From an optimization exercise on the open Yosys and OpenROAD flow, aimed at small area, a short achievable clock period and few clock cycles per item; shortcuts taken in it are not production practice. Only simulation tests tie the RTL to the original design; equivalence was not proved. No activity file was given, so power comes from the tool's default toggle rates.

==> inputs of 07-19 <==
==> flow/design.v (excerpt) <==
module tdn2_acc (
    input  wire        clk,
    input  wire        rst,           
    input  wire        cmd_valid,
    output wire        cmd_ready,
    input  wire [23:0] cmd,
    input  wire        btn,           
    output reg         rsp_valid,
    output reg  [1:0]  rsp_status,
    output reg  [15:0] rsp_data,
    output reg         rly_auto,
    output reg         rly_dir,
    output reg         drv_pwr
);
    localparam [2:0]  GUST_WINDOW    = 3'd5;
    localparam [2:0]  WATER_ALM_TIME = 3'd4;
    localparam [6:0]  FOUR_HOURS     = 7'd100;
    localparam [15:0] POT_DELTA      = 16'd1000;
    localparam [15:0] THR_BIAS       = 16'd1000;
    localparam [15:0] THR_STEP       = 16'd1000;
    localparam [15:0] THR_MARGIN     = 16'd5000;
    localparam [2:0]  T_RELAY_SETTLE = 3'd2;
    localparam [2:0]  T_TRAVEL_UP    = 3'd6;
    localparam [2:0]  T_TRAVEL_DOWN  = 3'd4;
    localparam [2:0]  T_POST_SETTLE  = 3'd2;
    localparam [3:0]  WDG_ACK_RELOAD = 4'd12;
    localparam        DIR_UP_LEVEL   = 1'b1;
    localparam [2:0] OP_NOP = 3'd0, OP_SAMPLE = 3'd1, OP_RDFILT = 3'd2, OP_TICK1S = 3'd3,
                     OP_MOVE = 3'd4, OP_STEP = 3'd5, OP_WDGACK = 3'd6, OP_RDSTAT = 3'd7;
    localparam [1:0] ST_OK = 2'd0, ST_BUSY = 2'd1, ST_ILLEGAL = 2'd2;
    localparam [2:0] SQ_IDLE = 3'd0, SQ_SETTLE1 = 3'd1, SQ_TRAVEL = 3'd2,
                     SQ_SETTLE2 = 3'd3, SQ_WAITREL = 3'd4;
    localparam [1:0] CONT_NONE = 2'd0, CONT_RAISE = 2'd1, CONT_LOWER = 2'd2;
    localparam [1:0] RES_NONE = 2'd0, RES_COMPLETED = 2'd1, RES_INTERRUPTED = 2'd2;
    reg [15:0] filt0, filt1, filt2, filt3;
    reg [15:0] prev0, prev1;
    reg [2:0]  gt0, gt1;
    reg        gnext;
    reg [15:0] threshold, setpoint, sp_d2, minimum_seen;    
    reg        is_down, is_auto;
    reg [6:0]  auto_down_timer;
    reg [2:0]  water_alarm_count;
    reg [3:0]  alarm_flags;
    reg [2:0]  seq;
    reg [2:0]  seq_cnt;
  ...
clock: 12.0 ns
lec_check: 0
cap_margin: 20
core_margin: 2
core_utilization: 55
slew_margin: 20
tns_end_percent: 100
standard.sh (not shown) runs the stock make flow with config.mk's settings and CLKGATE_MAP_FILE= SYNTH_SCRIPT=/design/flow/synth_recipe.tcl, a recipe that flattens the netlist after the stock synthesis.
==> flow/flow/run.sh <==
#!/bin/bash
# The standard layout (standard.sh: ORFS from synthesis to the final
# layout), with the timing repair after placement, CTS and global routing
# aiming at 5.25 ns instead of the 12 ns clock period, so that the layout
# gets as fast as the logic allows. Everything else is the standard flow.
set -euo pipefail
bash standard.sh SETUP_SLACK_MARGIN=6.75 finish > standard.log 2>&1
==> 06-25 (differences from 07-19) <==
--- a/flow/design.v
+++ b/flow/design.v
@@ -16,67 +16,66 @@
     reg              pend;                  
     reg [CW-1:0]     cnt;                   
     reg [15:0]       rem;
     reg [16:0]       q;
     reg              done_r;                
+    reg              first;                 
     assign done     = done_r;
     assign quotient = q;
-    wire [CW-1:0] cyc = pend ? {CW{1'b0}} : (NC[CW-1:0] - cnt);    
     reg [15:0]      r;
     reg [16:0]      trial;
     reg [17:0]      diff;
     reg [STEPS-1:0] qb;
     reg             sat;
-    integer i, k;
+    integer i;
     always @(*) begin
-        r   = pend ? (meas >> NL) : rem;
+        r   = rem;
         sat = 1'b0;
         for (i = 0; i < STEPS; i = i + 1) begin
-            k     = i;                                         
-            trial = {r, 1'b0};
-            if (STEPS == 1) begin
-                if (cyc == 0) trial[0] = meas[1];
-                if (cyc == 1) trial[0] = meas[0];
-            end else if (pend) begin
-                trial[0] = meas[NL-1-i];
-            end
+            trial = {r, first && meas[NL - 1 - i]};
             diff  = {1'b0, trial} - {2'b00, divisor};
             qb[STEPS-1-i] = !diff[17];
-            if (!diff[17] && ((STEPS == 1) ? (cyc == 0) : (pend && i < NL - 1)))
+            if (!diff[17] && first && i < NL - 1)
                 sat = 1'b1;
             r = diff[17] ? trial[15:0] : diff[15:0];
         end
     end
     always @(*) begin
         done_n = done_r;
         if (clr)
             done_n = 1'b1;
         else if (restart)
             done_n = 1'b0;
-        else if (pend || cnt != {CW{1'b0}})
-            done_n = (!pend && cnt == 1) || (pend && (divisor == 16'd0 || sat));
+        else if (pend)
+            done_n = (divisor == 16'd0);
+        else if (cnt != {CW{1'b0}})
+            done_n = (cnt == 1) || sat;
     end
     always @(posedge clk) begin
         done_r <= done_n;
+        first  <= pend && !clr && !restart;
         if (clr) begin
             pend <= 1'b0;
             cnt  <= {CW{1'b0}};
             q    <= 17'd65535;
         end else if (restart) begin
             pend <= 1'b1;
             cnt  <= {CW{1'b0}};
-        end else if (pend || cnt != {CW{1'b0}}) begin
+        end else if (pend) begin
             pend <= 1'b0;
+            rem  <= meas >> NL;
+            if (divisor == 16'd0)
+                q   <= 17'd65535;
+            else
+                cnt <= NC[CW-1:0];
+        end else if (cnt != {CW{1'b0}}) begin
             rem  <= r;
             q    <= {q[16-STEPS:0], qb};
-            cnt  <= pend ? NC[CW-1:0] - 1'b1 : cnt - 1'b1;
-            if (pend && divisor == 16'd0) begin
-                q      <= 17'd65535;
-                cnt    <= {CW{1'b0}};
-            end else if (sat) begin
-                q      <= 17'h1FFFF;
-                cnt    <= {CW{1'b0}};
+            cnt  <= cnt - 1'b1;
+            if (sat) begin
+                q   <= 17'h1FFFF;
+                cnt <= {CW{1'b0}};
             end
         end
     end
 endmodule
 module tdn2_acc (
@@ -134,11 +133,11 @@
     reg [1:0]  ch1;
     reg [19:0] x1;            
     reg [4:0]  idx1;          
     reg        btn1;
     reg        tw;            
-    reg        t_wp, t_bp, t_btn;
+    reg        t_lg, t_wp, t_bp, t_btn;
     assign cmd_ready = rdy;
     wire accept = cmd_valid && rdy;
     reg legal_in;
     always @(*) begin
         case (cmd[23:20])
@@ -155,19 +154,13 @@
     end
     wire busy = (seq != SQ_IDLE);
     wire x_ok = v1 && lg1;
     wire is_sample = x_ok && (op1 == OP_SAMPLE);
     wire is_step   = x_ok && (op1 == OP_STEP);
-    reg [15:0] y;
-    always @(*) begin
-        case (ch1)
-            2'd0: y = filt0;
-            2'd1: y = filt1;
-            2'd2: y = filt2;
-            default: y = filt3;
-        endcase
-    end
+    reg  [3:0] ch1h;          
+    wire [15:0] y = ({16{ch1h[0]}} & filt0) | ({16{ch1h[1]}} & filt1) |
+                    ({16{ch1h[2]}} & filt2) | ({16{ch1h[3]}} & filt3);
     wire        fast  = ch1[1];
     wire        p_neg = x1[16];
     wire [26:0] o2    = fast ? ~{8'd0, y, 3'd0} : ~{11'd0, y};
     wire [26:0] o3    = fast ? ~{10'd0, y, 1'b0} : 27'd0;
     wire [26:0] o4    = fast ? {7'd0, x1} : {11'd0, x1[15:0] ^ {16{p_neg}}};
@@ -219,11 +212,12 @@
     end
     localparam [2:0] U_SS2 = 3'd0, U_ST = 3'd1, U_WT = 3'd2, U_WS = 3'd3, U_WM = 3'd4, U_VAL = 3'd5;
     wire [15:0] sp = filt3;
     reg  [4:0]  fv;                       
     reg         f_big, f_tlts, f_tp, f_wp, f_lt1k, f_ltm;
-    wire        tick_busy = tw && busy;
+    wire        tick_ill  = tw && !t_lg;           
+    wire        tick_busy = tw && t_lg && busy;
     function flags_ready;
         input [4:0] v;
         input       bp, down, auto;
         begin
             flags_ready = v[U_WT] && (bp ? v[U_WS] :
@@ -248,33 +242,52 @@
         else                                u_n = U_WS;
     end
     wire        u_ok = (u == U_SS2) || (u == U_ST) || div_done;    
     wire [15:0] thr_step = threshold + THR_STEP;
     wire [15:0] m_sel = f_ltm ? wd[15:0] : minimum_seen;
-    reg  [16:0] alu_a, alu_b;
-    reg         alu_sub;
+    reg         a_wd, a_half, b_t, b_s, b_m, b_k, b_mh, b_s2, alu_sub;
+    reg         n_a_wd, n_a_half, n_b_t, n_b_s, n_b_m, n_b_k, n_b_mh, n_sub;
     always @(*) begin
-        alu_sub = 1'b1;
-        alu_a   = {1'b0, sp};
-        alu_b   = {1'b0, sp_d2};
-        case (u)
-            U_SS2: ;
-            U_ST:  alu_b = {1'b0, threshold};
-            U_WT:  begin alu_a = wd; alu_b = {1'b0, threshold}; end
-            U_WS:  begin alu_a = wd; alu_b = {1'b0, sp}; end
-            U_WM:  begin alu_a = wd; alu_b = {1'b0, minimum_seen}; end
-            default: begin
-                if (c_bp) begin
-                    alu_a = wd; alu_b = {1'b0, THR_BIAS};
-                end else if (c_down) begin
-                    alu_a = wd; alu_b = {1'b0, sp};
+        n_a_wd = 1'b0; n_a_half = 1'b0; n_b_t = 1'b0; n_b_s = 1'b0;
+        n_b_m  = 1'b0; n_b_k    = 1'b0; n_b_mh = 1'b0; n_sub = 1'b1;
+        case (u_n)
+            U_SS2: ;                                              
+            U_ST:  n_b_t = 1'b1;                                  
+            U_WT:  begin n_a_wd = 1'b1; n_b_t = 1'b1; end         
+            U_WS:  begin n_a_wd = 1'b1; n_b_s = 1'b1; end         
+            U_WM:  begin n_a_wd = 1'b1; n_b_m = 1'b1; end         
+            default: begin                                        
+                if (t_bp) begin
+                    n_a_wd = 1'b1; n_b_k = 1'b1;                  
+                end else if (is_down) begin
+                    n_a_wd = 1'b1; n_b_s = 1'b1;                  
                 end else begin
-                    alu_sub = 1'b0; alu_a = {1'b0, sp[15:1], 1'b0}; alu_b = {1'b0, m_sel[15:1], 1'b0};
+                    n_sub = 1'b0; n_a_half = 1'b1; n_b_mh = 1'b1;  
                 end
             end
         endcase
     end
+    always @(posedge clk) begin
+        if (rst) begin                                    
+            a_wd <= 1'b0; a_half <= 1'b0; b_t <= 1'b0; b_s <= 1'b0; b_m <= 1'b0;
+            b_k  <= 1'b0; b_mh   <= 1'b0; b_s2 <= 1'b1; alu_sub <= 1'b1;
+        end else begin
+            a_wd    <= n_a_wd;
+            a_half  <= n_a_half;
+            b_t     <= n_b_t;
+            b_s     <= n_b_s;
+            b_m     <= n_b_m;
+            b_k     <= n_b_k;
+            b_mh    <= n_b_mh;
+            b_s2    <= !(n_b_t || n_b_s || n_b_m || n_b_k || n_b_mh);
+            alu_sub <= n_sub;
+        end
+    end
+    wire [16:0] alu_a = a_wd ? wd : {1'b0, sp[15:1], sp[0] && !a_half};
+    wire [16:0] alu_b = ({17{b_t}}  & {1'b0, threshold})        | ({17{b_s}}  & {1'b0, sp})  |
+                        ({17{b_m}}  & {1'b0, minimum_seen})     | ({17{b_k}}  & {1'b0, THR_BIAS}) |
+                        ({17{b_mh}} & {1'b0, m_sel[15:1], 1'b0}) | ({17{b_s2}} & {1'b0, sp_d2});
     wire [18:0] alu_x = {1'b0, alu_a, 1'b1} + {(alu_sub ? ~{1'b0, alu_b} : {1'b0, alu_b}), alu_sub};
     wire [17:0] alu_r = alu_x[18:1];
     wire        r_neg = alu_r[17];
     wire        r_pos = !r_neg && (alu_r[16:0] != 17'd0);
     wire        r_gt1000  = !r_neg && (alu_r[16:0] > 17'd1000);
@@ -487,30 +500,33 @@
                 U_WM:  f_ltm <= r_neg;
                 default: f_lt1k <= r_lt1000;
             endcase
         end
     end
-    wire tick_stays  = tw && !tick_busy && !tick_app;
+    wire tick_stays  = tw && t_lg && !tick_busy && !tick_app;
     wire ready_n     = flags_ready(fv_n, t_bp, is_down, is_auto);
     wire idle_n      = !busy && !(x_ok && op1 == OP_MOVE);
     assign app_n     = tick_stays && ready_n && idle_n;
     wire rdy_n       = !tick_in && (!tick_stays || app_n);
     wire [3:0]  op_in   = cmd[23:20];
     wire [15:0] raw_in  = cmd[15:0];
-    wire        tick_in = accept && legal_in && (op_in == 4'd3);
+    wire        tick_in = accept && (op_in == 4'd3);            
     wire        samp_in = accept && legal_in && (op_in == 4'd1);
-    wire [15:0] prev_in = wdg_fire ? 16'd0 : (cmd[18] ? prev1 : prev0);
-    wire [16:0] p_in    = {1'b0, raw_in} - {1'b0, prev_in};
+    wire [16:0] p0_in   = {1'b0, raw_in} - {1'b0, wdg_fire ? 16'd0 : prev0};
+    wire [16:0] p1_in   = {1'b0, raw_in} - {1'b0, wdg_fire ? 16'd0 : prev1};
+    wire [16:0] p_in    = cmd[18] ? p1_in : p0_in;
     wire [19:0] r10_in  = {1'b0, raw_in, 3'd0} + {3'd0, raw_in, 1'b0};
     always @(posedge clk) begin
         op1  <= op_in[2:0];
         ch1  <= cmd[19:18];
+        ch1h <= 4'd1 << cmd[19:18];
         lg1  <= legal_in;
         btn1 <= btn;
         x1   <= cmd[19] ? r10_in : {3'd0, p_in};
         idx1 <= cmd[4:0];
-        if (tick_in) begin
+        if (rdy) begin                                   
+            t_lg  <= legal_in;
             t_wp  <= cmd[0];
             t_bp  <= cmd[1];
             t_btn <= btn;
         end
     end
@@ -525,11 +541,14 @@
             rsp_status <= ST_OK;
             rsp_data   <= 16'd0;
         end else begin
             rsp_valid <= 1'b0;
             v1        <= accept && !tick_in;
-            if (tick_busy) begin
+            if (tick_ill) begin
+                tw <= 1'b0;
+                respond(ST_ILLEGAL, 16'd0);
+            end else if (tick_busy) begin
                 tw <= 1'b0;
                 respond(ST_BUSY, 16'd0);
             end else if (tick_app) begin
                         tw                <= 1'b0;
                         wdg_ack           <= WDG_ACK_RELOAD;
==> flow/flow/run.sh (replaced) <==
#!/bin/bash
# The standard layout (standard.sh: ORFS from synthesis to the final
# layout), with the timing repair after placement, CTS and global routing
# aiming at 4.75 ns instead of the 12 ns clock period, so that the layout
# gets as fast as the logic allows. Everything else is the standard flow.
set -euo pipefail
bash standard.sh SETUP_SLACK_MARGIN=7.25 finish > standard.log 2>&1
==> run summary <==
|  | 06-25 | 07-19 |
|---|---|---|
| Multi-input logic cell count | 2277 | 2267 |
| Net switching share of the total power | 0.422 | 0.456 |
| Number of filler cells placed in the layout | 3595 | 3685 |
| Count of clock tree sinks | 327 | 313 |
| Flops & latches, synth | 327 | 313 |
| Worst slew margin relative to its limit | 0.336 | 0.240 |
| Cell count after synthesis | 2933 | 2910 |
| Sequential cell count of the final layout | 327 | 313 |
| Fraction of the mapped netlist area in adder cells | 0.111 | 0.113 |
| Status | no timing/DRC/antenna violations | no timing/DRC/antenna violations |
| Final standard cell area without fillers | 27700 um^2 | 26500 um^2 |
| Power attributed to combinational cells | 3310 uW | 3650 uW |
| Hold WS | 0.460 ns | 0.464 ns |
| Clock network fraction of design power | 0.206 | 0.188 |
| Met2 usage | 0.592 | 0.587 |
| Yosys cell types | 91 | 98 |
| Share of cell area taken by muxes after synthesis | 0.0510 | 0.0701 |
| Total global-route track usage | 0.379 | 0.387 |
| P&R area growth vs syn | 17.5% | 13.1% |
| Number of synthesized flops with an enable pin | 26 | 25 |
| Tmin final | 4.93 ns | 5.11 ns |
| Comb power frac | 0.564 | 0.605 |
| Power per cell area | 212 nW/um^2 | 227 nW/um^2 |
Testbench counts of 07-19, summed over its fixed seeds: cycles 801,960, ops 776,106.
Testbench counts of 06-25, summed over its fixed seeds: cycles 805,560, ops 776,106.

-- separate check: timing with driven ports --
How much do the figures lean on ideal ports? The routed layouts below were timed once more, with nothing changed but the port constraints.
Step 1 (the two cells are an assumption about what drives the block):
set clk [get_ports {clk}]
set_driving_cell -lib_cell sky130_fd_sc_hd__clkbuf_16 $clk
set_driving_cell -lib_cell sky130_fd_sc_hd__buf_2 [delete_from_list [all_inputs] $clk]
Step 2 adds t to the input delays and takes it off the output delays; t is the mean of the earliest and latest rising clock arrival at the registers after step 1. Input paths then give back, and output paths get back, about the clock's delay inside the block.
Three values: ideal, step 1, step 2; two values: the first two.
run | t (ns) | setup slack, ns | latest minus earliest clock arrival (ns)
07-19 | 0.617 | 6.887 / 6.887 / 6.400 | 0.017 / 0.016
06-25 | 0.623 | 7.072 / 7.072 / 6.684 | 0.034 / 0.035
After both steps setup and hold are still met in every run listed. The setup slack of 07-19, which loses most, moves by 0.000 ns with the drivers and by -0.487 ns with both steps.
